This design comes from an exercise in tuning for small area, a short achievable clock period and few clock cycles per item on the open sky130 flow, not from production work.
The RTL was checked by simulation tests, not by an equivalence proof against the original design.

Design ntc_temp, start of the top module:
module ntc_temp (
    input  wire        clk,
    input  wire        rst,
    input  wire        start,
    input  wire [15:0] vref,
    input  wire [15:0] vntc,
    input  wire [31:0] toff,
    output wire        ready,
    output wire        done,
    output reg         err,
    output reg  [31:0] result
);
    localparam [2:0] S_IDLE = 3'd0, S_NORM = 3'd1, S_LN = 3'd2, S_DIV = 3'd3, S_FIN = 3'd4, S_DONE = 3'd5;
    localparam [36:0] K1M  = 37'd45713176761;    
    localparam [36:0] LN2  = 37'd2977044472;     
    localparam [36:0] NLN2 = ~LN2 + 37'd1;       
    localparam [37:0] NC273 = ~38'd17901158 + 38'd1;   
    reg  [2:0]  state;
    reg  [4:0]  k;
    reg  [37:0] g;         
    reg  [15:0] t;
    reg  [36:0] acc;       
    reg  [29:0] q;         
    wire is_idle = (state == S_IDLE);
    wire is_norm = (state == S_NORM);
    wire is_ln   = (state == S_LN);
    wire is_div  = (state == S_DIV);
    wire is_fin  = (state == S_FIN);
    wire is_done = (state == S_DONE);
    assign ready = is_idle | is_done;
    assign done  = is_done;
    wire a_zero = (g[32:17] == 16'd0);
    wire b_zero = (t == 16'd0);
    wire a_n    = g[32];
    wire b_n    = t[15];
    wire init   = is_norm & a_n & b_n;
    wire a_ge_b = (g[32:17] >= t);
    function [36:0] lnc;
        input [4:0] kk;
        begin
            case (kk)
                5'd0:  lnc = 37'd2977044472;
                5'd1:  lnc = 37'd1741459379;
                5'd2:  lnc = 37'd958394255;
                5'd3:  lnc = 37'd505874286;
                5'd4:  lnc = 37'd260380768;
                5'd5:  lnc = 37'd132163268;
                5'd6:  lnc = 37'd66589974;
                5'd7:  lnc = 37'd33424039;
                5'd8:  lnc = 37'd16744533;
                5'd9:  lnc = 37'd8380427;
                5'd10: lnc = 37'd4192257;
                5'd11: lnc = 37'd2096640;
  ...
==> module ntc_temp, before the edit <==
module ntc_temp (
    input  wire        clk,
    input  wire        rst,
    input  wire        start,
    input  wire [15:0] vref,
    input  wire [15:0] vntc,
    input  wire [31:0] toff,
    output wire        ready,
    output wire        done,
    output reg         err,
    output reg  [31:0] result
);
    localparam [2:0] S_IDLE = 3'd0, S_NORM = 3'd1, S_LN = 3'd2, S_DIV = 3'd3, S_FIN = 3'd4, S_DONE = 3'd5;
    localparam [36:0] K1M  = 37'd45713176761;    
    localparam [36:0] LN2  = 37'd2977044472;     
    localparam [36:0] NLN2 = ~LN2 + 37'd1;       
    localparam [37:0] NC273 = ~38'd17901158 + 38'd1;   
    reg  [2:0]  state;
    reg  [4:0]  k;
    reg  [37:0] g;         
    reg  [15:0] t;
    reg  [36:0] acc;       
    reg  [29:0] q;         
    wire is_idle = (state == S_IDLE);
    wire is_norm = (state == S_NORM);
    wire is_ln   = (state == S_LN);
    wire is_div  = (state == S_DIV);
    wire is_fin  = (state == S_FIN);
    wire is_done = (state == S_DONE);
    assign ready = is_idle | is_done;
    assign done  = is_done;
    wire a_zero = (g[32:17] == 16'd0);
    wire b_zero = (t == 16'd0);
    wire a_n    = g[32];
    wire b_n    = t[15];
    wire init   = is_norm & a_n & b_n;
    wire a_ge_b = (g[32:17] >= t);
    function [36:0] lnc;
        input [4:0] kk;
        begin
            case (kk)
                5'd0:  lnc = 37'd2977044472;
                5'd1:  lnc = 37'd1741459379;
                5'd2:  lnc = 37'd958394255;
                5'd3:  lnc = 37'd505874286;
                5'd4:  lnc = 37'd260380768;
                5'd5:  lnc = 37'd132163268;
                5'd6:  lnc = 37'd66589974;
                5'd7:  lnc = 37'd33424039;
                5'd8:  lnc = 37'd16744533;
                5'd9:  lnc = 37'd8380427;
                5'd10: lnc = 37'd4192257;
                5'd11: lnc = 37'd2096640;
                5'd12: lnc = 37'd1048448;
                5'd13: lnc = 37'd524256;
                5'd14: lnc = 37'd262136;
                5'd15: lnc = 37'd131070;
                default: lnc = 37'd1 << (6'd32 - {1'b0, kk});
            endcase
        end
    endfunction
    reg [4:0] kstop;
    always @(*) begin
        casez (acc[36:29])
            8'b1???????: kstop = 5'd16;
            8'b011?????: kstop = 5'd17;
            8'b010?????: kstop = 5'd18;
            8'b0011????: kstop = 5'd19;
            8'b0010????: kstop = 5'd20;
            8'b00011???: kstop = 5'd21;
            8'b00010???: kstop = 5'd22;
            8'b000011??: kstop = 5'd23;
            8'b000010??: kstop = 5'd24;
            8'b0000011?: kstop = 5'd25;
            8'b0000010?: kstop = 5'd27;
            8'b00000011: kstop = 5'd28;
            8'b00000010: kstop = 5'd29;
            default:     kstop = 5'd30;
        endcase
    end
    wire last = is_ln & (k >= kstop);
    reg [37:0] rem0;
    reg [6:0]  mark;
    always @(*) begin
        if      (acc >= 37'd56908316672) begin rem0 = 38'd113413980160; mark = 7'b1000000; end
        else if (acc >= 37'd28454158336) begin rem0 = 38'd56706990080;  mark = 7'b0100000; end
        else if (acc >= 37'd14227079168) begin rem0 = 38'd28353495040;  mark = 7'b0010000; end
        else if (acc >= 37'd7113539584)  begin rem0 = 38'd14176747520;  mark = 7'b0001000; end
        else if (acc >= 37'd3556769792)  begin rem0 = 38'd7088373760;   mark = 7'b0000100; end
        else if (acc >= 37'd1778384896)  begin rem0 = 38'd3544186880;   mark = 7'b0000010; end
        else                             begin rem0 = 38'd1772093440;   mark = 7'b0000001; end
    end
    wire [37:0] sh  = (k[4] == 1'b0) ? (g >> k[3:0]) : 38'd0;
    wire [37:0] cen = 38'd1 << (5'd31 - k);
    wire [37:0] x2  = (is_ln | is_norm) ? sh :
                      is_div ? ~cen :
                      {8'd0, q};
    wire [37:0] m   = is_div ? {1'b0, acc} :
                      is_fin ? {6'd0, result} :
                      (is_ln | a_ge_b) ? {4'd0, t, 18'd0} : {5'd0, t, 17'd0};
    wire [37:0] mn  = ~m;
    wire [37:0] sv  = g ^ x2 ^ mn;
    wire [37:0] cv  = (g & x2) | (g & mn) | (x2 & mn);
    wire [37:0] s   = sv + {cv[36:0], is_div} + 38'd1;
    wire        take = ~s[37];
    wire [36:0] acc_add = acc + ((is_norm & ~init) ? (a_n ? LN2 : NLN2) : lnc(k));
    always @(posedge clk) begin
        if (rst) begin
            state <= S_IDLE;
        end else begin
            case (state)
                S_IDLE, S_DONE: state <= start ? S_NORM : S_IDLE;
                S_FIN: state <= S_DONE;
                S_NORM: begin
                    if (a_zero | b_zero) begin
                        err   <= 1'b1;
                        state <= S_DONE;
                    end else if (init) begin
                        state <= S_LN;
                    end
                end
                S_LN:  if (last) state <= S_DIV;
                S_DIV: if (q[29]) begin
                    err   <= 1'b0;
                    state <= S_FIN;
                end
                default: state <= S_IDLE;
            endcase
        end
    end
    always @(posedge clk) begin
        if (ready)
            g <= {5'd0, vntc, 17'd0};
        else if (last)
            g <= rem0;
        else if (is_div & q[29])
            g <= NC273;
        else if (is_norm & ~init) begin
            if (~a_n) g <= {g[36:0], 1'b0};
        end else if (take | init)
            g <= {s[36:0], 1'b0};
        else
            g <= {g[36:0], 1'b0};
        if (ready)
            t <= vref;
        else if (init)
            t <= g[32:17];
        else if (is_norm & ~b_n)
            t <= {t[14:0], 1'b0};
        if (ready)
            acc <= K1M;
        else if ((is_norm & ~init & (a_n ^ b_n)) | (init & a_ge_b) | (is_ln & take))
            acc <= acc_add;
        if (ready)
            k <= 5'd0;
        else if (init | (is_ln & ~last))
            k <= k + 5'd1;
        if (last)
            q <= {23'd0, mark};
        else
            q <= {q[28:0], take & is_div};
        if (ready)
            result <= toff;
        else if (is_fin)
            result <= s[31:0];
    end
endmodule
clock: 11.0 ns
lec_check: 0
cap_margin: 20
core_margin: 2
core_utilization: 40
place_density: 0.6
setup_slack_margin: 5
slew_margin: 20
run.sh (not shown) runs the stock make flow with config.mk's settings and CLKGATE_MAP_FILE= SYNTH_SCRIPT=/design/flow/synth_recipe.tcl, a recipe that flattens the netlist after the stock synthesis.
Testbench counts at the start, summed over its fixed seeds: cycles 75,647, items 1,600.
Next try:
--- a/flow/design.v
+++ b/flow/design.v
@@ -5,33 +5,33 @@
     input  wire [15:0] vref,
     input  wire [15:0] vntc,
     input  wire [31:0] toff,
     output wire        ready,
     output wire        done,
     output reg         err,
-    output reg  [31:0] result
+    output wire [31:0] result
 );
-    localparam [2:0] S_IDLE = 3'd0, S_NORM = 3'd1, S_LN = 3'd2, S_DIV = 3'd3, S_FIN = 3'd4, S_DONE = 3'd5;
+    localparam [2:0] S_IDLE = 3'd0, S_NORM = 3'd1, S_LN = 3'd2, S_DIV = 3'd3, S_FIN = 3'd4;
     localparam [36:0] K1M  = 37'd45713176761;    
     localparam [36:0] LN2  = 37'd2977044472;     
     localparam [36:0] NLN2 = ~LN2 + 37'd1;       
     localparam [37:0] NC273 = ~38'd17901158 + 38'd1;   
     reg  [2:0]  state;
     reg  [4:0]  k;
     reg  [37:0] g;         
     reg  [15:0] t;
     reg  [36:0] acc;       
     reg  [29:0] q;         
+    reg  [31:0] toffr;
     wire is_idle = (state == S_IDLE);
     wire is_norm = (state == S_NORM);
     wire is_ln   = (state == S_LN);
     wire is_div  = (state == S_DIV);
     wire is_fin  = (state == S_FIN);
-    wire is_done = (state == S_DONE);
-    assign ready = is_idle | is_done;
-    assign done  = is_done;
+    assign ready = is_idle | is_fin;
+    assign done  = is_fin;
     wire a_zero = (g[32:17] == 16'd0);
     wire b_zero = (t == 16'd0);
     wire a_n    = g[32];
     wire b_n    = t[15];
     wire init   = is_norm & a_n & b_n;
     wire a_ge_b = (g[32:17] >= t);
@@ -93,31 +93,31 @@
     wire [37:0] sh  = (k[4] == 1'b0) ? (g >> k[3:0]) : 38'd0;
     wire [37:0] cen = 38'd1 << (5'd31 - k);
     wire [37:0] x2  = (is_ln | is_norm) ? sh :
                       is_div ? ~cen :
                       {8'd0, q};
     wire [37:0] m   = is_div ? {1'b0, acc} :
-                      is_fin ? {6'd0, result} :
+                      is_fin ? {6'd0, toffr} :
                       (is_ln | a_ge_b) ? {4'd0, t, 18'd0} : {5'd0, t, 17'd0};
     wire [37:0] mn  = ~m;
     wire [37:0] sv  = g ^ x2 ^ mn;
     wire [37:0] cv  = (g & x2) | (g & mn) | (x2 & mn);
     wire [37:0] s   = sv + {cv[36:0], is_div} + 38'd1;
     wire        take = ~s[37];
+    assign result = s[31:0];
     wire [36:0] acc_add = acc + ((is_norm & ~init) ? (a_n ? LN2 : NLN2) : lnc(k));
     always @(posedge clk) begin
         if (rst) begin
             state <= S_IDLE;
         end else begin
             case (state)
-                S_IDLE, S_DONE: state <= start ? S_NORM : S_IDLE;
-                S_FIN: state <= S_DONE;
+                S_IDLE, S_FIN: state <= start ? S_NORM : S_IDLE;
                 S_NORM: begin
                     if (a_zero | b_zero) begin
                         err   <= 1'b1;
-                        state <= S_DONE;
+                        state <= S_FIN;
                     end else if (init) begin
                         state <= S_LN;
                     end
                 end
                 S_LN:  if (last) state <= S_DIV;
                 S_DIV: if (q[29]) begin
@@ -157,11 +157,9 @@
             k <= k + 5'd1;
         if (last)
             q <= {23'd0, mark};
         else
             q <= {q[28:0], take & is_div};
         if (ready)
-            result <= toff;
-        else if (is_fin)
-            result <= s[31:0];
+            toffr <= toff;
     end
 endmodule
=>
- routed wire length rose by a little under a tenth
- hold slack is about the same
- setup slack gets worse by 1.6 ns
- via count rose slightly
- global-route usage rose by 4.5 points
- first-iteration DRC count rose by a little under a tenth
- non-clock buffer count rose by 113
- count of clock-buffer cells in the layout fell by 5
Testbench counts after the change, summed over its fixed seeds: cycles 74,047, items 1,600.

## re-timing with driven ports
In the flow no input, the clock included, has a driving cell. The finished layouts below were timed again as built, in two steps. Step 1 (the two cells are an assumption about what drives the block):
set clk [get_ports {clk}]
set_driving_cell -lib_cell sky130_fd_sc_hd__clkbuf_16 $clk
set_driving_cell -lib_cell sky130_fd_sc_hd__buf_2 [delete_from_list [all_inputs] $clk]
Step 2 also shifts input and output timing later by t, the mid clock arrival at the registers, as if the neighbouring blocks saw the same clock. a / b / c = no drivers / after step 1 / after step 2; a / b = the first two.
run	t, ns	setup slack, ns	worst setup path at the end	worst register clock-pin slew, ns
the first run	0.556	5.070 / 5.070 / 5.070	register to register	0.07 / 0.07
the second run	0.512	3.480 / 3.424 / 3.936	register to output	0.08 / 0.08
After both steps setup and hold are still met in every run listed.
